This design comes from an exercise in tuning for small area on the open sky130 flow, not from production work.
Only simulation tests tie the RTL to the original design; equivalence was not proved.
Power figures rest on the tool's default switching activity, not on a simulated workload.

==> design.v <==
module wd1797_core (
    input  wire        clk,
    input  wire        rst,           
    input  wire [6:0]  init_track,    
    input  wire        tick,          
    input  wire        rd,
    input  wire        wr,
    input  wire [2:0]  addr,
    input  wire [7:0]  wdata,
    output reg  [7:0]  rdata,
    input  wire        ready_in,      
    output wire [6:0]  med_cyl,
    output wire        med_side,
    output wire [12:0] med_pos,
    input  wire [7:0]  med_byte,
    output wire        intrq,
    output wire        drq,
    output wire        busy,
    output wire        hld,
    output wire        hlt,
    output wire        index_pulse,
    output wire        tg43,
    output wire        dirc,
    output wire        track00
);
    localparam integer TRACK_LEN     = 7500;
    localparam integer SETTLE_T      = 1125;      
    localparam integer E_DELAY_T     = 563;       
    localparam integer HLT_DELAY_T   = 2250;      
    localparam integer HLD_IDLE_T    = 112500;    
    localparam integer DAM_WINDOW    = 43;
    localparam integer WRITE_GAP     = 22;
    localparam integer WRITE_MARK    = 16;
    localparam [4:0] P_IDLE      = 5'd0,
                     P_T1_STEP   = 5'd1,
                     P_T1_SETTLE = 5'd2,
                     P_T1_WAITHLT= 5'd3,
                     P_T1_VERIFY = 5'd4,
                     P_SEC_ID    = 5'd5,
                     P_RS_DAM    = 5'd6,
                     P_RA_SEARCH = 5'd7,
                     P_RS_DATA   = 5'd8,
                     P_RA_XFER   = 5'd9,
                     P_RT_XFER   = 5'd10,
                     P_RS_CRC    = 5'd11,
                     P_X_EDELAY  = 5'd12,
                     P_X_WAITHLT = 5'd13,
                     P_WS_GAP    = 5'd16,
                     P_WS_MARK   = 5'd17,
                     P_WS_DATA   = 5'd18,
                     P_WS_CRC    = 5'd19,
                     P_WT_XFER   = 5'd20;
    function [15:0] crc_step;
        input [15:0] c;
        input [7:0]  d;
        reg [7:0] x;
        begin
            x = c[15:8] ^ d;
            x = x ^ (x >> 4);
            crc_step = {c[7:0], 8'h00} ^ ({8'h00, x} << 12) ^ ({8'h00, x} << 5) ^ {8'h00, x};
        end
    endfunction
    localparam [15:0] CRC_FE = 16'hB230;
    localparam [15:0] CRC_FB = 16'hE295;
    localparam [15:0] CRC_F8 = 16'hD2F6;
    reg [7:0]  tr_q, sr_q, dr_q;
    reg        side_q;
    reg        ready_q;
    reg [4:0]  phase_q;
    reg        layout2_q;
    reg [7:0]  cmd_q;
    reg [3:0]  armed_q;
    reg        nf_q, crc_err_q, lost_q, rtype_q;    
    reg        drq_q, intrq_q;
    reg        hld_q, hlt_q;
    reg [11:0] t_hlt_q;
    reg [16:0] k_q;
    reg        f_q;
    reg        dir_q;
    reg        tg43_q;
    reg [6:0]  cur_trk_q;
    reg        ip_q;
    reg [12:0] rot_ptr_q;
    reg [15:0] crc_q;
    wire [3:0] z_q           = t_hlt_q[7:4];    
    wire       am_found_q    = t_hlt_q[3];
    wire [2:0] index_count_q = t_hlt_q[2:0];
    reg [7:0]  tr_n, sr_n, dr_n;
    reg        side_n;
    reg        ready_n;
    reg [4:0]  phase_n;
    reg        layout2_n;
    reg [7:0]  cmd_n;
    reg [3:0]  armed_n;
    reg        nf_n, crc_err_n, lost_n, rtype_n;
    reg        drq_n, intrq_n;
    reg        hld_n, hlt_n;
    reg [11:0] t_hlt_n;
    reg [16:0] k_n;
    reg        f_n;
    reg        dir_n;
    reg        tg43_n;
    reg [6:0]  cur_trk_n;
    reg        ip_n;
    reg [12:0] rot_ptr_n;
    reg [15:0] crc_n;
    reg [3:0]  z_n;
    reg        am_found_n;
    reg [2:0]  index_count_n;
    reg        srch_wr;         
    wire       busy_q = (phase_q != P_IDLE);
    wire [1:0] f_rate = cmd_q[1:0];
    wire       f_V    = cmd_q[2];
    wire       f_u    = cmd_q[4];
    wire       f_m    = cmd_q[4];
    wire       f_b    = cmd_q[3];
    wire       f_a0   = cmd_q[0];
    wire c_restore = (cmd_q[6:4] == 3'b000);      
    wire c_seek    = (cmd_q[6:4] == 3'b001);      
    wire c_rsec    = (cmd_q[7:5] == 3'b100);
    wire c_wsec    = (cmd_q[7:5] == 3'b101);
    wire c_raddr   = (cmd_q[7:4] == 4'b1100);
    wire c_rtrk    = (cmd_q[7:4] == 4'b1110);
    wire c_wtrk    = (cmd_q[7:4] == 4'b1111);
    localparam [16:0] K_1 = 17'h00001;
    localparam [16:0] K_15 = 17'h07FFE;
    localparam [16:0] K_21 = 17'h1FF8F;
    localparam [16:0] K_42 = 17'h1C0FF;
    localparam [16:0] K_224 = 17'h0BB2B;
    localparam [16:0] K_449 = 17'h0A829;
    localparam [16:0] K_511 = 17'h0571D;
    localparam [16:0] K_562 = 17'h0EC7C;
    localparam [16:0] K_749 = 17'h06888;
    localparam [16:0] K_1124 = 17'h1B248;
    localparam [16:0] K_7499 = 17'h1E105;
    localparam [16:0] K_112499 = 17'h15800;
    localparam [11:0] H_2249 = 12'hA2E;
    function kat;
        input [16:0] k, m, v;
        kat = ((k & m) == v);
    endfunction
    wire k15   = kat(k_q, 17'h04000, 17'h04000);
    wire k21   = kat(k_q, 17'h10040, 17'h10000);
    wire k42   = kat(k_q, 17'h12400, 17'h10000);
    wire k224  = kat(k_q, 17'h1E000, 17'h0A000);
    wire k449  = kat(k_q, 17'h1F400, 17'h0A000);
    wire k511  = kat(k_q, 17'h1F900, 17'h05100);
    wire k562  = kat(k_q, 17'h1D888, 17'h0C808);
    wire k749  = kat(k_q, 17'h1DA80, 17'h04880);
    wire k1124 = kat(k_q, 17'h1F680, 17'h1B200);
    wire k7499 = kat(k_q, 17'h1BFE0, 17'h1A100);
    wire k0    = kat(k_q, 17'h1BF49, 17'h00000);
    wire [16:0] k_inc  = {k_q[15:0], ~(k_q[16] ^ k_q[13])};
    wire [16:0] cnt    = k_q;                        
    wire [16:0] c_inc  = f_q ? K_1 : k_inc;
    wire        k_last = kat(k_q, 17'h1FEFF, 17'h15800);
    wire        ix0 = !z_q[2] && !z_q[1] && !z_q[0];
    wire        ix1 = !z_q[2] && !z_q[1] && z_q[0];
    wire        ix2 = z_q[1] && !z_q[0];
    wire        ix3 = z_q[1] && z_q[0];
    wire        ix5 = z_q[2] && z_q[0];
    wire [7:0]  idb0  = k_q[7:0];
    wire [7:0]  idb2  = k_q[15:8];
    wire        idb1z = k_q[16];
    wire        idb1o = z_q[3];
    reg step_time;
    always @(*) begin
        case (f_rate)
            2'd0: step_time = k224;
            2'd1: step_time = k449;
            2'd2: step_time = k749;
            default: step_time = k1124;
        endcase
        step_time = step_time && !f_q;
    end
    wire [8:0] dmt  = {1'b0, dr_q} - {1'b0, tr_q};
    wire       d_eq = (dmt == 9'd0);
    wire       d_lt = dmt[8];
    wire       d_gt = !d_lt && !d_eq;
    wire       d_one = (dmt == 9'h001) || (dmt == 9'h1FF);
    wire        trk0 = (cur_trk_q == 7'd0);
    wire        det_zero = (med_byte == 8'h00);
    wire        z6       = z_q[3];
    wire        det_sync = (med_byte == 8'hA1) && z6 && !(z_q[1] && z_q[0]);
    wire        z_am     = z6 && z_q[1] && z_q[0];
    wire [3:0]  z_upd    = det_zero ? ((z6 || z_q[2] && z_q[0]) ? 4'b1000 : z_q + 4'd1) :
                           det_sync ? {2'b10, z_q[1:0] + 2'd1} : 4'd0;
    wire [7:0] status = layout2_q ?
        {~ready_q, 1'b0, rtype_q, nf_q, crc_err_q, lost_q, drq_q, busy_q} :
        {~ready_q, 1'b0, hld_q & hlt_q, nf_q & ~cmd_q[7], crc_err_q, trk0, ip_q, busy_q};
    always @(*) begin
        case (addr)
            3'd0:    rdata = status;
            3'd1:    rdata = tr_q;
            3'd2:    rdata = sr_q;
            3'd3:    rdata = dr_q;
            default: rdata = 8'h00;
        endcase
    end
    wire        wrap     = ((rot_ptr_q & 13'h1D4B) == 13'h1D4B);    
    wire [12:0] next_ptr = wrap ? 13'd0 : rot_ptr_q + 13'd1;
    assign med_cyl     = cur_trk_q;
    assign med_side    = side_q;
    assign med_pos     = next_ptr;
    assign intrq       = intrq_q;
    assign drq         = drq_q;
    assign busy        = busy_q;
    assign hld         = hld_q;
    assign hlt         = hlt_q;
    assign index_pulse = ip_q;
    assign tg43        = tg43_q;
    assign dirc        = dir_q;
    assign track00     = trk0;
    reg        ie;
    reg [7:0]  b;
    reg [7:0]  v;
    reg        moved;
    reg        id_done, id_ok;
    reg [7:0]  crc_in;
    reg        crc_upd;
    reg        finish;
    reg        up, cur_ok;
    reg [16:0] cnt_n;
    reg        t_zero;          
    always @(*) begin
        tr_n = tr_q; sr_n = sr_q; dr_n = dr_q;
        side_n = side_q; ready_n = ready_q;
        phase_n = phase_q;
        layout2_n = layout2_q; cmd_n = cmd_q;
        armed_n = armed_q;
        nf_n = nf_q; crc_err_n = crc_err_q;
        lost_n = lost_q; rtype_n = rtype_q;
        drq_n = drq_q; intrq_n = intrq_q;
        hld_n = hld_q; hlt_n = hlt_q; t_hlt_n = t_hlt_q;
        k_n = k_q; f_n = f_q;
        dir_n = dir_q; tg43_n = tg43_q; cur_trk_n = cur_trk_q;
        ip_n = ip_q; rot_ptr_n = rot_ptr_q;
        crc_n = crc_q; z_n = z_q; am_found_n = am_found_q;
        index_count_n = index_count_q;
        srch_wr = 1'b0;
        ie = 1'b0; b = med_byte; v = wdata;
        moved = 1'b0;
        id_done = 1'b0; id_ok = 1'b0;
        crc_in = b; crc_upd = 1'b0;
        finish = 1'b0;
        up = 1'b0; cur_ok = 1'b0;
        cnt_n = cnt;
        t_zero = 1'b0;
        if (wr) begin
            case (addr)
                3'd0: begin
                    if (v[7:4] == 4'hD) begin
                        intrq_n = 1'b0;
                        armed_n = v[3:0];
                        if (busy_q) begin
                            if (v[3:0] == 4'h0 || v[3]) begin
                                phase_n = P_IDLE;
                                drq_n = 1'b0;
                                if (!f_q) k_n = 17'd0;
                            end
                        end else begin
                            layout2_n = 1'b0;
                            drq_n = 1'b0;
                        end
                        if (v[3]) intrq_n = 1'b1;
                    end else if (!busy_q) begin
                        intrq_n = 1'b0;
                        drq_n = 1'b0;
                        nf_n = 1'b0; crc_err_n = 1'b0;
                        lost_n = 1'b0; rtype_n = 1'b0;
                        cmd_n = v;
                        layout2_n = v[7];
                        if (v[7] && !ready_q) begin
                            intrq_n = 1'b1;
                        end else begin
                            f_n = 1'b1;
                            if (!v[7]) begin
                                if (v[3]) begin
                                    if (!hld_q) begin
                                        hld_n = 1'b1; hlt_n = 1'b0; t_hlt_n = 12'd0;
                                    end
                                end else begin
                                    hld_n = 1'b0;
                                end
                                if (v[6:4] == 3'b000) dir_n = 1'b0;
                                else if (v[6:4] == 3'b001) begin
                                    if (d_gt) dir_n = 1'b1;
                                    else if (d_lt) dir_n = 1'b0;
                                end
                                else if (v[6:5] == 2'b10) dir_n = 1'b1;
                                else if (v[6:5] == 2'b11) dir_n = 1'b0;
                                phase_n = P_T1_STEP;
                            end else begin
                                side_n = v[1];
                                if (!hld_q) begin
                                    hld_n = 1'b1; hlt_n = 1'b0; t_hlt_n = 12'd0;
                                end
                                phase_n = v[2] ? P_X_EDELAY : P_X_WAITHLT;
                            end
                        end
                    end
                end
                3'd1: tr_n = v;
                3'd2: sr_n = v;
                3'd3: begin
                    dr_n = v;
                    if (c_wsec || c_wtrk) drq_n = 1'b0;
                end
                3'd4: side_n = v[0];
                default: ;
            endcase
        end else if (rd) begin
            if (addr == 3'd0) intrq_n = 1'b0;
            if (addr == 3'd3 && (c_rsec || c_raddr || c_rtrk))
                drq_n = 1'b0;
        end else if (ready_in != ready_q) begin
            ready_n = ready_in;
            if ((ready_in && armed_q[0]) || (!ready_in && armed_q[1])) begin
                intrq_n = 1'b1;
                if (busy_q) begin
                    phase_n = P_IDLE;
                    drq_n = 1'b0;
                    if (!f_q) k_n = 17'd0;
                end
            end
        end else if (tick) begin
            rot_ptr_n = next_ptr;
            ip_n = wrap;
            ie = wrap;
            if (hld_q && !hlt_q) begin
                if ((t_hlt_q & 12'hFBE) == 12'hA2E) begin
                    hlt_n = 1'b1;
                    t_hlt_n = 12'd0;
                end else begin
                    t_hlt_n = {t_hlt_q[10:0], ~(t_hlt_q[11] ^ t_hlt_q[10] ^ t_hlt_q[9] ^ t_hlt_q[3])};
                end
            end
            tg43_n = (tr_q > 8'd43);
            if (ie && armed_q[2]) begin
                intrq_n = 1'b1;
                if (busy_q) begin
                    phase_n = P_IDLE;
                    drq_n = 1'b0;
                    t_zero = !f_q;
                end
            end else if (busy_q) begin
                case (phase_q)
                    P_T1_STEP: begin
                        up = c_seek ? d_gt : dir_q;
                        cur_ok = up ? (c_seek ? (cur_trk_q < 7'd79) : (cur_trk_q != 7'd79)) : !trk0;
                        if (c_restore ? !trk0 : c_seek ? !d_eq : 1'b1) begin
                            if (step_time) begin
                                cnt_n = 17'd0;
                                dir_n = up;
                                if (cur_ok) cur_trk_n = up ? cur_trk_q + 7'd1 : cur_trk_q - 7'd1;
                                if (c_seek || (!c_restore && f_u && cur_ok))
                                    tr_n = up ? tr_q + 8'd1 : tr_q - 8'd1;
                            end else begin
                                cnt_n = c_inc;
                            end
                        end
                        if (c_restore) begin
                            moved = trk0 || (step_time && cur_trk_q == 7'd1);
                            if (moved) tr_n = 8'd0;
                        end else if (c_seek) begin
                            moved = d_eq || (step_time && d_one);
                        end else begin
                            moved = step_time;
                        end
                        if (moved) begin
                            if (f_V) begin
                                if (!hld_q) begin
                                    hld_n = 1'b1; hlt_n = 1'b0; t_hlt_n = 12'd0;
                                end
                                cnt_n = 17'd0;
                                phase_n = P_T1_SETTLE;
                            end else begin
                                finish = 1'b1;
                            end
                        end
                    end
                    P_T1_SETTLE: begin
                        if (k1124) begin
                            phase_n = P_T1_WAITHLT;
                        end else begin
                            cnt_n = c_inc;
                        end
                    end
                    P_T1_WAITHLT: begin
                        if (hlt_n) begin
                            z_n = 4'd0; am_found_n = 1'b0;
                            index_count_n = 3'd0;
                            srch_wr = 1'b1;
                            phase_n = P_T1_VERIFY;
                        end
                    end
                    P_T1_VERIFY, P_SEC_ID: begin
                        srch_wr = 1'b1;
                        if (!am_found_q) begin
                            z_n = z_upd;
                            if (b == 8'hFE && z_am) begin
                                am_found_n = 1'b1;       
                                crc_n = CRC_FE;
                            end
                        end else begin
                            z_n = {z_q[3], z_q[2:0] + 3'd1};
                            if (ix0) cnt_n[7:0] = b;
                            if (ix1) begin cnt_n[16] = (b == 8'h00); z_n[3] = (b == 8'h01); end
                            if (ix2) cnt_n[15:8] = b;
                            if (ix3) begin
                                cnt_n[16] = idb1z && (f_b ? (b[1:0] == 2'd2) : (b[1:0] == 2'd1));
                                z_n[3]    = idb1o && (f_b ? (b[1:0] == 2'd2) : (b[1:0] == 2'd1));
                            end
                            if (!ix5) crc_upd = 1'b1;
                            if (ix5) begin
                                z_n = 4'd0;
                                am_found_n = 1'b0;
                                id_done = 1'b1;
                                id_ok = (crc_q == {b, 8'h00});
                            end
                        end
                        if (phase_q == P_T1_VERIFY) begin
                            if (id_done && idb0 == tr_q) begin
                                if (id_ok) begin
                                    finish = 1'b1;
                                    moved = 1'b1;
                                end else begin
                                    crc_err_n = 1'b1;
                                end
                            end
                        end else begin
                            if (id_done && idb0 == tr_q && (side_q ? idb1o : idb1z) &&
                                idb2 == sr_q) begin
                                if (id_ok) begin
                                    cnt_n = 17'd0;
                                    if (c_rsec) begin
                                        z_n = 4'd0;
                                        phase_n = P_RS_DAM;
                                    end else begin
                                        drq_n = 1'b1;
                                        phase_n = P_WS_GAP;
                                    end
                                    moved = 1'b1;
                                end else begin
                                    crc_err_n = 1'b1;
                                end
                            end
                        end
                    end
                    P_RS_DAM: begin
                        srch_wr = 1'b1;
                        cnt_n = c_inc;
                        z_n = z_upd;
                        if (z_am && (b == 8'hFB || b == 8'hF8)) begin
                            rtype_n = (b == 8'hF8);
                            crc_n = (b == 8'hF8) ? CRC_F8 : CRC_FB;
                            cnt_n = 17'd0;
                            phase_n = P_RS_DATA;
                            moved = 1'b1;
                        end else if (k42) begin
                            am_found_n = 1'b0;
                            z_n = 4'd0;
                            phase_n = P_SEC_ID;
                            moved = 1'b1;
                        end
                    end
                    P_RS_DATA: begin
                        if (drq_q) lost_n = 1'b1;
                        dr_n = b;
                        drq_n = 1'b1;
                        crc_upd = 1'b1;
                        cnt_n = c_inc;
                        if (k511) begin
                            cnt_n = 17'd0;
                            phase_n = P_RS_CRC;
                        end
                    end
                    P_RS_CRC: begin
                        cnt_n = c_inc;
                        if (!cnt[0]) begin
                            crc_upd = 1'b1;
                        end else begin
                            if (crc_q != {b, 8'h00}) begin
                                crc_err_n = 1'b1;
                                finish = 1'b1;
                            end else if (f_m && sr_q < 8'd9) begin
                                sr_n = sr_q + 8'd1;
                                z_n = 4'd0; am_found_n = 1'b0;
                                index_count_n = 3'd0;
                                srch_wr = 1'b1;
                                phase_n = P_SEC_ID;
                            end else begin
                                finish = 1'b1;
                            end
                        end
                    end
                    P_WS_GAP: begin
                        cnt_n = c_inc;
                        if (k21) begin
                            if (drq_q) begin
                                lost_n = 1'b1;
                                drq_n = 1'b0;
                                finish = 1'b1;
                            end else begin
                                cnt_n = 17'd0;
                                phase_n = P_WS_MARK;
                            end
                        end
                    end
                    P_WS_MARK: begin
                        cnt_n = c_inc;
                        if (k15) begin
                            crc_n = f_a0 ? CRC_F8 : CRC_FB;
                            cnt_n = 17'd0;
                            phase_n = P_WS_DATA;
                        end
                    end
                    P_WS_DATA: begin
                        if (drq_q) begin
                            lost_n = 1'b1;
                            crc_in = 8'h00;
                        end else begin
                            crc_in = dr_q;
                        end
                        crc_upd = 1'b1;
                        cnt_n = c_inc;
                        if (!k511) begin
                            drq_n = 1'b1;
                        end else begin
                            drq_n = 1'b0;
                            cnt_n = 17'd0;
                            phase_n = P_WS_CRC;
                        end
                    end
                    P_WS_CRC: begin
                        cnt_n = c_inc;
                        if (cnt[0]) begin
                            if (f_m && sr_q < 8'd9) begin
                                sr_n = sr_q + 8'd1;
                                z_n = 4'd0; am_found_n = 1'b0;
                                index_count_n = 3'd0;
                                srch_wr = 1'b1;
                                phase_n = P_SEC_ID;
                            end else begin
                                finish = 1'b1;
                            end
                        end
                    end
                    P_X_EDELAY: begin
                        if (!f_q && k562) begin
                            phase_n = P_X_WAITHLT;
                        end else begin
                            cnt_n = c_inc;
                        end
                    end
                    P_X_WAITHLT: begin
                        if (hlt_n) begin
                            cnt_n = 17'd0;
                            if (c_rsec || c_wsec) begin
                                z_n = 4'd0; am_found_n = 1'b0;
                                index_count_n = 3'd0;
                                srch_wr = 1'b1;
                                phase_n = P_SEC_ID;
                            end else if (c_raddr) begin
                                z_n = 4'd0; am_found_n = 1'b0;
                                index_count_n = 3'd0;
                                srch_wr = 1'b1;
                                phase_n = P_RA_SEARCH;
                            end else if (c_rtrk) begin
                                phase_n = P_RT_XFER;
                            end else begin
                                drq_n = 1'b1;
                                phase_n = P_WT_XFER;
                            end
                        end
                    end
                    P_RA_SEARCH: begin
                        srch_wr = 1'b1;
                        z_n = z_upd;
                        if (b == 8'hFE && z_am) begin
                            crc_n = CRC_FE;              
                            phase_n = P_RA_XFER;
                            moved = 1'b1;
                        end
                    end
                    P_RA_XFER: begin
                        srch_wr = 1'b1;
                        if (drq_q) lost_n = 1'b1;
                        dr_n = b;
                        drq_n = 1'b1;
                        z_n = {z_q[3], z_q[2:0] + 3'd1};
                        if (ix0) cnt_n[7:0] = b;
                        if (!ix5) crc_upd = 1'b1;
                        if (ix5) begin
                            if (crc_q != {b, 8'h00}) crc_err_n = 1'b1;
                            sr_n = idb0;
                            finish = 1'b1;
                        end
                    end
                    P_RT_XFER: begin
                        if (drq_q) lost_n = 1'b1;
                        dr_n = b;
                        drq_n = 1'b1;
                        cnt_n = c_inc;
                        if (k7499) finish = 1'b1;
                    end
                    P_WT_XFER: begin
                        if (k0 && drq_q) begin
                            lost_n = 1'b1;
                            drq_n = 1'b0;
                            finish = 1'b1;
                        end else begin
                            if (drq_q) lost_n = 1'b1;
                            cnt_n = c_inc;
                            if (!k7499) begin
                                drq_n = 1'b1;
                            end else begin
                                drq_n = 1'b0;
                                finish = 1'b1;
                            end
                        end
                    end
                    default: ;
                endcase
                if (crc_upd) crc_n = crc_step(crc_q, crc_in);
                if ((phase_q == P_T1_VERIFY || phase_q == P_SEC_ID ||
                     phase_q == P_RS_DAM || phase_q == P_RA_SEARCH) && !moved && ie) begin
                    index_count_n = index_count_q + 3'd1;
                    if (index_count_q == 3'd4) begin
                        nf_n = 1'b1;
                        finish = 1'b1;
                    end
                end
                if (finish) begin
                    phase_n = P_IDLE;
                    intrq_n = 1'b1;
                    t_zero = 1'b1;
                end
            end
            if (srch_wr) t_hlt_n[7:0] = {z_n, am_found_n, index_count_n};
            f_n = 1'b0;
            if (phase_n != P_IDLE) begin
                k_n = cnt_n;
            end else if (t_zero) begin
                k_n = {16'd0, hld_n};
            end else if (hld_n) begin
                if (k_last) begin
                    hld_n = 1'b0;
                    k_n = 17'd0;
                end else begin
                    k_n = k_inc;
                end
            end
        end
    end
    always @(posedge clk) begin
        if (rst) begin
            tr_q <= 8'd0; sr_q <= 8'd0; dr_q <= 8'd0;
            side_q <= 1'b0;
            ready_q <= ready_in;
            phase_q <= P_IDLE;
            layout2_q <= 1'b0;
            armed_q <= 4'd0;
            nf_q <= 1'b0; crc_err_q <= 1'b0;
            lost_q <= 1'b0; rtype_q <= 1'b0;
            drq_q <= 1'b0; intrq_q <= 1'b0;
            hld_q <= 1'b0; hlt_q <= 1'b0;
            k_q <= 17'd0;
            dir_q <= 1'b0; tg43_q <= 1'b0;
            cur_trk_q <= init_track;
            ip_q <= 1'b0;
            rot_ptr_q <= 13'd0;
            cmd_q <= 8'd0; t_hlt_q <= 12'd0; f_q <= 1'b0; crc_q <= 16'd0;
        end else begin
            cmd_q <= cmd_n;
            t_hlt_q <= t_hlt_n;
            f_q <= f_n;
            crc_q <= crc_n;
            tr_q <= tr_n; sr_q <= sr_n; dr_q <= dr_n;
            side_q <= side_n;
            ready_q <= ready_n;
            phase_q <= phase_n;
            layout2_q <= layout2_n;
            armed_q <= armed_n;
            nf_q <= nf_n; crc_err_q <= crc_err_n;
            lost_q <= lost_n; rtype_q <= rtype_n;
            drq_q <= drq_n; intrq_q <= intrq_n;
            hld_q <= hld_n; hlt_q <= hlt_n;
            k_q <= k_n;
            dir_q <= dir_n; tg43_q <= tg43_n;
            cur_trk_q <= cur_trk_n;
            ip_q <= ip_n;
            rot_ptr_q <= rot_ptr_n;
        end
    end
endmodule
==> flow/run.sh <==
#!/bin/bash
# Standard ORFS flow with these changes:
#  1. the combinational logic of the standard synthesis is re-synthesized
#     (ABC &deepsyn, eight random seeds, four at a time, the smallest result is
#     kept) and re-mapped for area by flow/resyn.tcl; the registers stay the
#     very same cell instances (names and cell types) as the standard
#     synthesis made them;
#  2. ports are buffered with the smallest buffer (buf_1);
#  3. global placement is not timing-driven (it only added buffers);
#  4. CTS does not add dummy loads and uses clkbuf_8 clock buffers.
set -euo pipefail
R=orfs/results/${FLOW_PLATFORM}/wd1797_core/base
bash standard.sh synth > 1_standard_synth.log 2>&1
cp $R/1_2_yosys.v standard_synth.v
for batch in "1 2 3 4" "5 6 7 8"; do
  for s in $batch; do
    sed "s/SEED/$s/" flow/area.abc > area_seed$s.abc
    RESYN_IN=$PWD/standard_synth.v RESYN_OUT=$PWD/resyn_seed$s.v \
    RESYN_SCRIPT=$PWD/area_seed$s.abc RESYN_STUBS=$PWD/flow/seq_stubs.v \
      yosys -c flow/resyn.tcl > 2_resyn_yosys_seed$s.log 2>&1 &
  done
  wait
done
best=""; best_area=""
for s in 1 2 3 4 5 6 7 8; do
  if [[ -s resyn_seed$s.v ]]; then
    a=$(grep "Chip area" 2_resyn_yosys_seed$s.log | tail -1 | awk '{print $NF}')
    if [[ -z "$best" ]] || awk "BEGIN{exit !($a < $best_area)}"; then best=$s; best_area=$a; fi
  fi
done
[[ -n "$best" ]]
echo "kept seed $best, area $best_area" > 2_resyn_choice.log
cp resyn_seed$best.v $R/1_2_yosys.v
rm -f $R/1_synth.odb $R/1_synth.sdc
bash standard.sh \
  GPL_TIMING_DRIVEN=0 \
  BUFFER_PORTS_ARGS="-buffer_cell sky130_fd_sc_hd__buf_1" \
  CTS_ARGS="-sink_clustering_enable -repair_clock_nets -dont_use_dummy_load -buf_list sky130_fd_sc_hd__clkbuf_8" \
  finish > 3_standard_finish.log 2>&1
==> flow/area.abc <==
strash
&get -n
&deepsyn -T 300 -S SEED
&dch -f
&nf -R 1000
&put
mfs2 -a
strash
&get -n
&st
&dch -f
&nf -R 1000
&put
==> flow/resyn.tcl <==
# Re-map the combinational logic of the standard synthesis netlist for area.
# Flip-flops stay the very same cell instances (same names, same cell types).
yosys -import
set lib $::env(FLOW_HOME)/platforms/sky130hd/lib/sky130_fd_sc_hd__tt_025C_1v80.lib
set in  $::env(RESYN_IN)
set out $::env(RESYN_OUT)
set script $::env(RESYN_SCRIPT)
set seq {sky130_fd_sc_hd__dfxtp_1 sky130_fd_sc_hd__dfxtp_2 sky130_fd_sc_hd__dfxtp_4 sky130_fd_sc_hd__edfxtp_1}
# every sequential cell of the netlist must be one of the stubbed ones
foreach c [split [exec grep -o {sky130_fd_sc_hd__[a-z0-9_]*} $in | sort -u] "\n"] {
  if {[regexp {__(df[a-z]*p|edf[a-z]*|dl[xr][a-z]*|dlclkp|sdf[a-z]*|sedf[a-z]*)_} $c] && [lsearch $seq $c] < 0} { error "unexpected sequential cell $c" }
}
read_liberty -ignore_miss_func $lib
foreach c $seq { delete $c }
read_verilog -lib $::env(RESYN_STUBS)
read_verilog $in
hierarchy -top $::env(FLOW_TOP)
flatten -noscopeinfo
# the cell models' internal wire names must not name nets of the design
yosys rename -hide w:*.*
opt_clean -purge
abc -script $script -liberty $lib -dont_use *lpflow* -dont_use *probe*
opt_clean -purge
# swap the cell models for plain liberty blackboxes before checking/writing
delete sky130_fd_sc_hd__*
read_liberty -lib $lib
hilomap -singleton -hicell sky130_fd_sc_hd__conb_1 HI -locell sky130_fd_sc_hd__conb_1 LO
insbuf -buf sky130_fd_sc_hd__buf_4 A X
splitnets
opt_clean -purge
stat -liberty $lib
check -assert
write_verilog -noattr -nohex -nodec $out
==> flow/seq_stubs.v <==
(* blackbox *) module sky130_fd_sc_hd__dfxtp_1 (input CLK, input D, output Q); endmodule
(* blackbox *) module sky130_fd_sc_hd__dfxtp_2 (input CLK, input D, output Q); endmodule
(* blackbox *) module sky130_fd_sc_hd__dfxtp_4 (input CLK, input D, output Q); endmodule
(* blackbox *) module sky130_fd_sc_hd__edfxtp_1 (input CLK, input D, input DE, output Q); endmodule
==> standard.sh <==
#!/bin/bash
# synth_recipe.tcl (not shown) runs the flow's synth.tcl, then flattens the netlist and writes it again
# the make line also repeats each setting of config.mk as NAME=value (left out here)
make -C /OpenROAD-flow-scripts/flow DESIGN_CONFIG=/design/flow/config.mk WORK_HOME=/design/flow/orfs CLKGATE_MAP_FILE= SYNTH_SCRIPT=/design/flow/synth_recipe.tcl "${@:-finish}"
==> config.mk <==
export PLATFORM = sky130hd
export DESIGN_NAME = wd1797_core
export DESIGN_NICKNAME = wd1797_core
export VERILOG_FILES = /design/flow/design.v
export SDC_FILE = /design/flow/constraint.sdc
export NUM_CORES = 4
export LEC_CHECK = 0
export CAP_MARGIN = 20
export CORE_MARGIN = 2
export CORE_UTILIZATION = 40
export SLEW_MARGIN = 20
==> constraint.sdc <==
create_clock -name core_clock -period 10.0 [get_ports {clk}]
set_input_delay 2.0000 -clock core_clock [delete_from_list [all_inputs] [get_ports {clk}]]
set_output_delay 2.0000 -clock core_clock [all_outputs]
set_load 0.01 [all_outputs]
==> results.cfg, run 1 <==
[sta]
slew-limit-headroom_pct = 36.5
rsz0062_at_grt = false
holdWs_ns = 0.484
finalCritPeriodShare_pct = 67.7
period_minus_slack_ns = 6.77
maxSlewViolCount = 0
fin_skew_ns = 0.0349
worst_slew_pin_slew_ns = 0.946
hold_violations = 0
fmax_ghz = 0.148
timing.setup.tns_ns = 0
finalSetupViolCount = 0

[cells_and_area]
insertedDiodeCount = 0
final_cell_count_no_fill = 1321
drive_gt1_share_pct = 2.58
nets = 1121
syn2layout_area_growth_pct = 11.4
final_util_pct = 45.2

[critical_path]
cp_common_cell = nor2_1
max_stage_delay_ns = 0.63
start_kind = primary input
crit-reg2reg-launch = tr_q[2]
ff2ff_setup_slack_ns = 4.80
path_buf_inv = 3
worstPathArrival_ns = 7.16
end_kind = flip-flop
crit_fanout = 14
cp_top_family = simple AND/OR/NAND/NOR gates
rr_endpoint = t_hlt_q[2]
worstPathRequired_ns = 10.39
path_class = primary input to flip-flop
path_cells = buf_1 -> clkinv_1 -> nor2_1 -> o21ai_0 -> o21ai_0 -> nor2_1 -> nor2_1 -> nand2_1 -> nor3_1 -> nor2_1 -> nor4b_1 -> a31oi_1 -> o21ai_0 -> nor2_1 -> nand2_1 -> a21oi_1 -> and2_0 -> a222oi_1 -> clkinv_1
worstRegToRegCells = 17
slowest_stage = and2_0

[pwr]
p_per_area_nw_per_um2 = 115
p_seq_share_pct = 52.7
irDropWorstVdd_mv = 0.0748
p_sw_mw = 0.286
p_clk_share_pct = 33.9
finalPower_mw = 0.971
combPwrFrac_pct = 13.4
p_int_mw = 0.686
leakagePower_nw = 2.87
p_sw_share_pct = 29.4

[hold_path]
hold_start = armed_q[1]
hold_depth = 1
holdPathEnd = armed_q[1]
hp-class = flip-flop to flip-flop

[yosys]
syn_area_per_cell_um2 = 7.58
syn_area_um2 = 7560
postSynthCellCount = 997
synth_warnings = 1
syn-num-nets = 1029

[placed_design]
gp_congestion = 0.997
post-dp-hpwl_mm = 21.5
port_buffers = 69
dpl.cell_count = 1304

[clock_tree]
clockBufferDepth = 2
cts.clk_slew.worst_paths_ns = 0.07
holdBufCountCts = 0
cts_tree = built
worstSkewPairLatency_ns = 0.47
cts_resized = 0
cts_made_buffers = 17
clkSinkCount = 120
cts-htree-levels = 4
cts_setup_buffers = 0
root_buffer = clkbuf_8

[drt]
drt-total-wl_mm = 28.8
wl_per_cell_um = 21.8
final_antenna_net_count = 0
first_pass_iters = 7
vias = 8356
drc = 0
viasPerCell = 6.33
initialDrtViolationCount = 918

[global_routing]
grt_pass1_wl_mm = 44.4
overflow = 0
antenna_found_initial = 0
first_global_vias = 7672
grt_use_total_pct = 28.6
grt_max_degree = 35

[run_status]
status = no timing/DRC/antenna violations

[die]
io_pins = 70
rows = 50
coreArea_um2 = 18600
start_util_pct = 40.6
die_h_um = 141
die-area_um2 = 20000
dieWidth_um = 141

[run]
cap_violations = 0
power by group through the flow:
stage	Clock [mW]	Sequential, mW	Combinational, mW
2_1_floorplan	0	0.516	0.0747
4_1_cts	0.335	0.511	0.127
5_1_grt	0.354	0.513	0.142
3_3_place_gp	0	0.522	0.124
3_5_place_dp	0	0.522	0.126
6_report	0.330	0.512	0.130
sequential cells by signal, indices dropped and copies added (netlist names), 3 cells and up:
| signal | count |
|---|---|
| k_q | 17 |
| crc_q | 16 |
| rot_ptr_q | 13 |
| t_hlt_q | 12 |
| cmd_q | 8 |
| dr_q | 8 |
| sr_q | 8 |
| tr_q | 8 |
| cur_trk_q | 7 |
| phase_q | 5 |
| armed_q | 3 |
worst max path at each step:
stage           startpoint       end  slack, ns  cells after the start
2_1_floorplan      addr[0]  rdata[7]       5.02                      3
3_3_place_gp           rst    k_q[9]       2.77                      9
3_5_place_dp   med_byte[0]    k_q[9]       2.94                     19
4_1_cts        med_byte[0]    k_q[1]       3.40                     19
5_1_grt        med_byte[0]   k_q[15]       2.97                     19
6_report       med_byte[0]   k_q[15]       3.23                     19
cell usage in the layout, fill, tap and decap left out, types with 19 or more instances in the layout:
master / count
o22ai_1: 26
xnor2_1: 34
a22oi_1: 23
buf_1: 68
o21ai_0: 72
nor2_1: 108
nor2b_1: 29
clkinv_1: 55
nand3_1: 39
xor2_1: 23
dfxtp_1: 112
nand2_1: 127
a222oi_1: 19
a22o_1: 28
a21oi_1: 49
nor3_1: 37
per-stage QoR:
stage,setup WS [ns],instance area [µm²]
final,3.23,8420
after global routing,2.97,8420
after CTS,3.40,8420
after detailed placement,2.94,8180
after global placement,2.77,8110
after floorplan,5.02,7560
area by class of cell:
class                      instances  area, µm²
buffer                             1       7.51
clock buffer                      17        234
multi-input combinational        821       4890
sequential                       120       2480
tap                              234        293
timing repair buffer              73        314
fill                            1980      10200
inverter                          55        206
layer usage:
metal	vias up	global-route usage [%]	routed length, µm
li1	3950	-	-
met1	3980	38.3	12500
met2	375	45.5	13100
met3	51	6.28	2420
met4	0	10.3	712
met5	-	0	0
==> run 2, diff against run 1 <==
--- a/design.v
+++ b/design.v
@@ -75,3 +75,2 @@
     reg        hld_q, hlt_q;
-    reg [11:0] t_hlt_q;
     reg [16:0] k_q;
@@ -84,5 +83,6 @@
     reg [15:0] crc_q;
-    wire [3:0] z_q           = t_hlt_q[7:4];    
-    wire       am_found_q    = t_hlt_q[3];
-    wire [2:0] index_count_q = t_hlt_q[2:0];
+    wire [11:0] t_hlt_q = crc_q[11:0];
+    reg [3:0]  z_q;                 
+    reg        am_found_q;
+    reg [2:0]  index_count_q;
     reg [7:0]  tr_n, sr_n, dr_n;
@@ -98,2 +98,3 @@
     reg [11:0] t_hlt_n;
+    reg        hlt_wr;          
     reg [16:0] k_n;
@@ -109,3 +110,2 @@
     reg [2:0]  index_count_n;
-    reg        srch_wr;         
     wire       busy_q = (phase_q != P_IDLE);
@@ -233,3 +233,3 @@
         drq_n = drq_q; intrq_n = intrq_q;
-        hld_n = hld_q; hlt_n = hlt_q; t_hlt_n = t_hlt_q;
+        hld_n = hld_q; hlt_n = hlt_q; t_hlt_n = t_hlt_q; hlt_wr = 1'b0;
         k_n = k_q; f_n = f_q;
@@ -239,3 +239,2 @@
         index_count_n = index_count_q;
-        srch_wr = 1'b0;
         ie = 1'b0; b = med_byte; v = wdata;
@@ -279,3 +278,3 @@
                                     if (!hld_q) begin
-                                        hld_n = 1'b1; hlt_n = 1'b0; t_hlt_n = 12'd0;
+                                        hld_n = 1'b1; hlt_n = 1'b0; t_hlt_n = 12'd0; hlt_wr = 1'b1;
                                     end
@@ -295,3 +294,3 @@
                                 if (!hld_q) begin
-                                    hld_n = 1'b1; hlt_n = 1'b0; t_hlt_n = 12'd0;
+                                    hld_n = 1'b1; hlt_n = 1'b0; t_hlt_n = 12'd0; hlt_wr = 1'b1;
                                 end
@@ -330,2 +329,3 @@
             if (hld_q && !hlt_q) begin
+                hlt_wr = 1'b1;
                 if ((t_hlt_q & 12'hFBE) == 12'hA2E) begin
@@ -372,3 +372,3 @@
                                 if (!hld_q) begin
-                                    hld_n = 1'b1; hlt_n = 1'b0; t_hlt_n = 12'd0;
+                                    hld_n = 1'b1; hlt_n = 1'b0; t_hlt_n = 12'd0; hlt_wr = 1'b1;
                                 end
@@ -392,3 +392,2 @@
                             index_count_n = 3'd0;
-                            srch_wr = 1'b1;
                             phase_n = P_T1_VERIFY;
@@ -397,3 +396,2 @@
                     P_T1_VERIFY, P_SEC_ID: begin
-                        srch_wr = 1'b1;
                         if (!am_found_q) begin
@@ -450,3 +448,2 @@
                     P_RS_DAM: begin
-                        srch_wr = 1'b1;
                         cnt_n = c_inc;
@@ -489,3 +486,2 @@
                                 index_count_n = 3'd0;
-                                srch_wr = 1'b1;
                                 phase_n = P_SEC_ID;
@@ -541,3 +537,2 @@
                                 index_count_n = 3'd0;
-                                srch_wr = 1'b1;
                                 phase_n = P_SEC_ID;
@@ -561,3 +556,2 @@
                                 index_count_n = 3'd0;
-                                srch_wr = 1'b1;
                                 phase_n = P_SEC_ID;
@@ -566,3 +560,2 @@
                                 index_count_n = 3'd0;
-                                srch_wr = 1'b1;
                                 phase_n = P_RA_SEARCH;
@@ -577,3 +570,2 @@
                     P_RA_SEARCH: begin
-                        srch_wr = 1'b1;
                         z_n = z_upd;
@@ -586,3 +578,2 @@
                     P_RA_XFER: begin
-                        srch_wr = 1'b1;
                         if (drq_q) lost_n = 1'b1;
@@ -639,3 +630,2 @@
             end
-            if (srch_wr) t_hlt_n[7:0] = {z_n, am_found_n, index_count_n};
             f_n = 1'b0;
@@ -654,2 +644,3 @@
         end
+        if (hlt_wr) crc_n[11:0] = t_hlt_n;
     end
@@ -672,8 +663,9 @@
             rot_ptr_q <= 13'd0;
-            cmd_q <= 8'd0; t_hlt_q <= 12'd0; f_q <= 1'b0; crc_q <= 16'd0;
+            cmd_q <= 8'd0; f_q <= 1'b0; crc_q <= 16'd0; z_q <= 4'd0; am_found_q <= 1'b0;
+              index_count_q <= 3'd0;
         end else begin
             cmd_q <= cmd_n;
-            t_hlt_q <= t_hlt_n;
             f_q <= f_n;
-            crc_q <= crc_n;
+            crc_q <= crc_n; z_q <= z_n; am_found_q <= am_found_n;
+            index_count_q <= index_count_n;
             tr_q <= tr_n; sr_q <= sr_n; dr_q <= dr_n;
==> run 2 against run 1 <==
  * First-iteration DRC count rose by 3.6%
  * Worst hold slack got worse by 0.027 ns
  * Still clean
  * Wire length is 2.4% lower
  * Design area down 2.2%
  * Clock skew down 0.0039 ns
  * Sequential power fell by 3%
  * Sequential cell count down 4
  * Largest cell class unchanged
  * Power is 3.0% lower
  * Non-clock buffer count decreased by 2
  * Core utilization up 0.36 points
  * Maximum frequency is 6.9% lower
  * Clock power decreased by 4%
==> results.cfg, run 2 <==
[global_routing]
first_global_vias = 7531
globalRouteMet3Util_pct = 7.93
top_usage_layer = met2
antenna_found_initial = 0
grt_use_total_pct = 28.2
grt_max_degree = 30
overflow = 0
met1_usage_pct = 39.6
grt_util_met2_pct = 40.8
grt_pass1_wl_mm = 42.8

[cells_and_area]
layout_commonest_cell = nand2_1
regMostFlops = k_q
syn2layout_area_growth_pct = 11.2
final_cell_count_no_fill = 1319
final_util_pct = 45.5
insertedDiodeCount = 0
drive_gt1_share_pct = 2.39
final_cell_area_um2 = 8240
top_regs = k_q x17, crc_q x16, rot_ptr_q x13
layout_common_cells = 152 x nand2_1, 108 x dfxtp_1, 98 x nor2_1, 82 x a21oi_1, 68 x buf_1
largest_reg_flops = 17
nets = 1124

[critical_path]
crit-reg2reg-launch = phase_q[4]
worstPathArrival_ns = 7.60
start_kind = primary input
worstRegToRegCells = 20
end_kind = flip-flop
worstPathRequired_ns = 10.33
crit_fanout = 9
path_class = primary input to flip-flop
rr_endpoint = k_q[1]
ff2ff_setup_slack_ns = 3.67

[placed_design]
gp_congestion = 0.995
port_buffers = 69
placed_area_um2 = 8000
post-dp-hpwl_mm = 21.1
pre_cts_slack_ns = 2.36
dpl.cell_count = 1302

[yosys]
synth_warnings = 1
syn_area_per_cell_um2 = 7.39
syn-num-nets = 1034
postSynthCellCount = 1002
syn_area_um2 = 7410

[sta]
fin_skew_ns = 0.0310
timing.setup.tns_ns = 0
setup_slack_ns = 2.73
finalSetupViolCount = 0
period_minus_slack_ns = 7.27
finalCritPeriodShare_pct = 72.7
holdWs_ns = 0.457
worst_slew_pin_slew_ns = 1.04
rsz0062_at_grt = false
hold_violations = 0
maxSlewViolCount = 0
slew-limit-headroom_pct = 29.9
fmax_ghz = 0.138

[drt]
vias = 8412
initialDrtViolationCount = 951
final_antenna_net_count = 0
wl_per_cell_um = 21.3
drt-total-wl_mm = 28.1
first_pass_iters = 21
viasPerCell = 6.38
drc = 0

[die]
rows = 49
dieWidth_um = 140
start_util_pct = 40.9
coreArea_um2 = 18100
die-area_um2 = 19600
io_pins = 70
die_h_um = 140

[pwr]
irDropWorstVdd_mv = 0.102
combPwrFrac_pct = 13.6
p_clk_share_pct = 33.6
finalPower_mw = 0.943
p_int_mw = 0.671
p_per_area_nw_per_um2 = 114
leakagePower_nw = 2.88
p_seq_share_pct = 52.8
p_sw_mw = 0.272
p_sw_share_pct = 28.9

[clock_tree]
cts_setup_buffers = 0
root_buffer = clkbuf_8
clkSinkCount = 116
holdBufCountCts = 0
cts_tree = built
cts-htree-levels = 4
cts_made_buffers = 17
clockBufferDepth = 2
cts.clk_slew.worst_paths_ns = 0.06
cts_resized = 0
worstSkewPairLatency_ns = 0.45

[run]
cap_violations = 0

[hold_path]
hold_start = lost_q
hold_depth = 2
holdPathEnd = lost_q
hp-class = flip-flop to flip-flop

[run_status]
status = no timing/DRC/antenna violations
## run 2: power groups by stage
stage / Sequential [mW] / Clock (mW) / Combinational, mW
6_report: 0.498 / 0.317 / 0.128
5_1_grt: 0.499 / 0.342 / 0.140
4_1_cts: 0.497 / 0.325 / 0.125
3_5_place_dp: 0.507 / 0 / 0.125
3_3_place_gp: 0.507 / 0 / 0.123
2_1_floorplan: 0.502 / 0 / 0.0756
## run 2: final cells by class
cell class | count | area [µm²]
sequential | 116 | 2400
timing repair buffer | 71 | 285
fill | 1867 | 9850
buffer | 1 | 7.51
tap | 229 | 287
clock buffer | 17 | 234
multi-input combinational | 845 | 4870
inverter | 40 | 150
## run 2: worst max-delay path, stage by stage
cell,delay (ns)
buf_1,0.38
xor2_1,0.12
nor4_1,0.28
nand4_1,0.11
or4_1,0.58
or2_0,0.31
or3_1,0.47
and2_0,0.24
o21ai_0,0.27
nor2b_1,0.09
nor3_1,0.29
o21ai_0,0.14
a21oi_1,0.22
and3_1,0.28
nand2_1,0.27
nor4b_2,0.80
a21oi_1,0.33
a22oi_1,0.31
nand2_1,0.08
## run 2: worst max path at each step
stage          endpoint  cells after the start        start  slack, ns
2_1_floorplan    k_q[1]                     18  med_byte[2]       3.55
3_3_place_gp     k_q[6]                     19  med_byte[2]       1.83
3_5_place_dp     k_q[1]                     19  med_byte[2]       2.36
4_1_cts          k_q[1]                     19  med_byte[2]       2.83
5_1_grt          k_q[5]                     19  med_byte[2]       2.45
6_report         k_q[1]                     19  med_byte[2]       2.73
## run 2: routing by layer
layer  up-vias  part of all wire [%]
met5         -                     0
met4         0                   3.3
met3        66                    10
met2       484                    42
met1      3936                    44
li1       3926                     -
==> run 3, diff against run 2 <==
==> flow/area.abc (replaced) <==
strash
&get -n
&deepsyn -T 600 -S SEED
&dch -f
&nf -R 1000
&put
mfs2 -a
strash
&get -n
&st
&dch -f
&nf -R 1000
&put
==> run 3 against run 2 <==
  * Setup slack improved by 0.011 ns
  * Largest cell class unchanged
  * Global-route usage rose by 0.28 points
  * Cell count barely moved
  * Clock skew fell by 0.0099 ns
  * Still clean on timing, DRC and antenna
  * Via count fell by 0.67%
==> results.cfg, run 3 <==
[yosys]
syn-num-nets = 1032
postSynthCellCount = 1000
syn_area_per_cell_um2 = 7.43
synth_warnings = 1
syn_area_um2 = 7430

[global_routing]
grt_use_total_pct = 28.5
overflow = 0
grt_pass1_wl_mm = 43.7
antenna_found_initial = 0
first_global_vias = 7611
grt_max_degree = 32

[critical_path]
worstPathArrival_ns = 7.66
path_class = primary input to flip-flop
cp_top_family = simple AND/OR/NAND/NOR gates
worstRegToRegCells = 20
end_kind = flip-flop
start_kind = primary input
path_cells = buf_1 -> clkinv_1 -> a221oi_1 -> o2111ai_1 -> nor4_1 -> nand2_1 -> or2_0 -> nand3_1 -> clkinv_1 -> nand4_1 -> nor3_1 -> a211oi_1 -> o31a_1 -> and3_1 -> nand2_1 -> a41o_1 -> o21ai_1 -> clkinv_1 -> nor2_1 -> a22oi_1 -> nand2_1
path_buf_inv = 4
worstPathRequired_ns = 10.40
crit_fanout = 12
max_stage_delay_ns = 0.76
path_depth = 21
slowest_stage = o21ai_1

[hold_path]
hp-class = flip-flop to flip-flop
hold_depth = 1

[cells_and_area]
final_util_pct = 45.8
fillers = 1927
drive_gt1_share_pct = 2.39
layout_commonest_cell = nand2_1
top_regs = k_q x17, crc_q x16, rot_ptr_q x13
layout_common_cells = 168 x nand2_1, 108 x dfxtp_1, 87 x nor2_1, 73 x a21oi_1, 69 x o21ai_0
nets = 1123
regMostFlops = k_q
syn2layout_area_growth_pct = 11.4
insertedDiodeCount = 0
largest_reg_flops = 17

[placed_design]
port_buffers = 69
gp_congestion = 1.00
post-dp-hpwl_mm = 21.2

[sta]
rsz0062_at_grt = false
finalCritPeriodShare_pct = 72.6
maxSlewViolCount = 0
hold_violations = 0
period_minus_slack_ns = 7.26
fmax_ghz = 0.138
slew-limit-headroom_pct = 25.0
fin_skew_ns = 0.0211
worst_slew_pin_slew_ns = 1.10
timing.setup.tns_ns = 0
finalSetupViolCount = 0

[pwr]
p_per_area_nw_per_um2 = 114
leakagePower_nw = 2.82
irDropWorstVdd_mv = 0.0793

[die]
io_pins = 70
die_h_um = 140
rows = 49
dieWidth_um = 140
die-area_um2 = 19700
start_util_pct = 41.1
coreArea_um2 = 18100

[drt]
drt-total-wl_mm = 28.2
drc = 0
first_pass_iters = 5
final_antenna_net_count = 0
viasPerCell = 6.34
vias = 8356
wl_per_cell_um = 21.4
initialDrtViolationCount = 950

[clock_tree]
cts_tree = built
worstSkewPairLatency_ns = 0.46
cts_setup_buffers = 0
clockBufferDepth = 2
cts_made_buffers = 17
cts-htree-levels = 4
clkSinkCount = 116
holdBufCountCts = 0
cts_resized = 0
cts.clk_slew.worst_paths_ns = 0.07
root_buffer = clkbuf_8

[run_status]
status = no timing/DRC/antenna violations

[run]
cap_violations = 0
run 3: worst paths after layout:
check	startpoint	to	slack (ns)
max reg2reg	phase_q[2]	k_q[12]	3.89
max	med_byte[1]	k_q[12]	2.74
min	tg43_q	tg43_q	0.48
min reg2reg	tg43_q	tg43_q	0.48
run 3: area by class of cell:
class                      instances  area [µm²]  area share [%]
buffer                             1        7.51          0.0907
timing repair buffer              72         308            3.72
sequential                       116        2400            29.0
clock buffer                      17         234            2.83
multi-input combinational        843        4890            59.1
tap                              229         287            3.46
inverter                          40         150            1.81
run 3: worst reg2reg max path, delay by kind of cell, from the launching register on:
kind                   cells  cell delay (ns)
AOI/OAI and AO/OA          7             2.72
and+or+nand+nor           11             2.17
DFF                        1             0.85
buffers and inverters      2             0.31
run 3: through the flow:
step / instance area, µm² / hold WS [ns] / std cells / setup WS, ns / power [mW]
floorplan: 7430 / 0.434 / 1000 / 4.17 / 0.575
global placement: 7980 / 0.462 / 1298 / 1.96 / 0.627
detailed placement: 8030 / 0.466 / 1300 / 2.50 / 0.628
CTS: 8260 / 0.481 / 1317 / 2.97 / 0.943
global route: 8280 / 0.505 / 1318 / 2.28 / 0.979
finish: 8280 / 0.481 / 1318 / 2.74 / 0.942
run 3: metal layers:
layer | GRT usage [%] | vias to the layer above | wire length, µm
li1 | - | 3898 | -
met1 | 40.1 | 3891 | 12300
met2 | 44.0 | 503 | 12300
met3 | 4.51 | 64 | 2600
met4 | 10.8 | 0 | 919
met5 | 0 | - | 0
run 3: report_power, final:
group	total [mW]	switching, mW	internal, mW
sequential	0.496	0.0179	0.478
clock	0.321	0.172	0.149
combinational	0.125	0.0830	0.0424
total	0.942	0.273	0.669

-- static timing again, ports no longer ideal --
No port has a modelled driver above. Below, the same layouts with a new extraction and two added sets of constraints.
Step 1, drivers: a clkbuf_16 drives clk and a buf_2 each remaining input, both assumed.
Step 2 also shifts input and output timing later by t, the mid clock arrival at the registers, as if the neighbouring blocks saw the same clock.
a / b / c = ideal / step 1 / step 2; a / b = the first two.
run | t (ns) | setup slack, ns | hold slack, ns | worst slew at a driven data input, ns
run 1 | 0.494 | 3.234 / 3.254 / 2.759 | 0.484 / 0.484 / 0.484 | 0.04
run 2 | 0.482 | 2.729 / 2.747 / 2.265 | 0.457 / 0.457 / 0.457 | 0.03
run 3 | 0.486 | 2.740 / 2.757 / 2.270 | 0.481 / 0.481 / 0.481 | 0.05
After both steps every run listed still meets setup and hold. For run 1, which loses most, drivers alone change the setup slack by +0.020 ns; drivers and shift together by -0.475 ns.
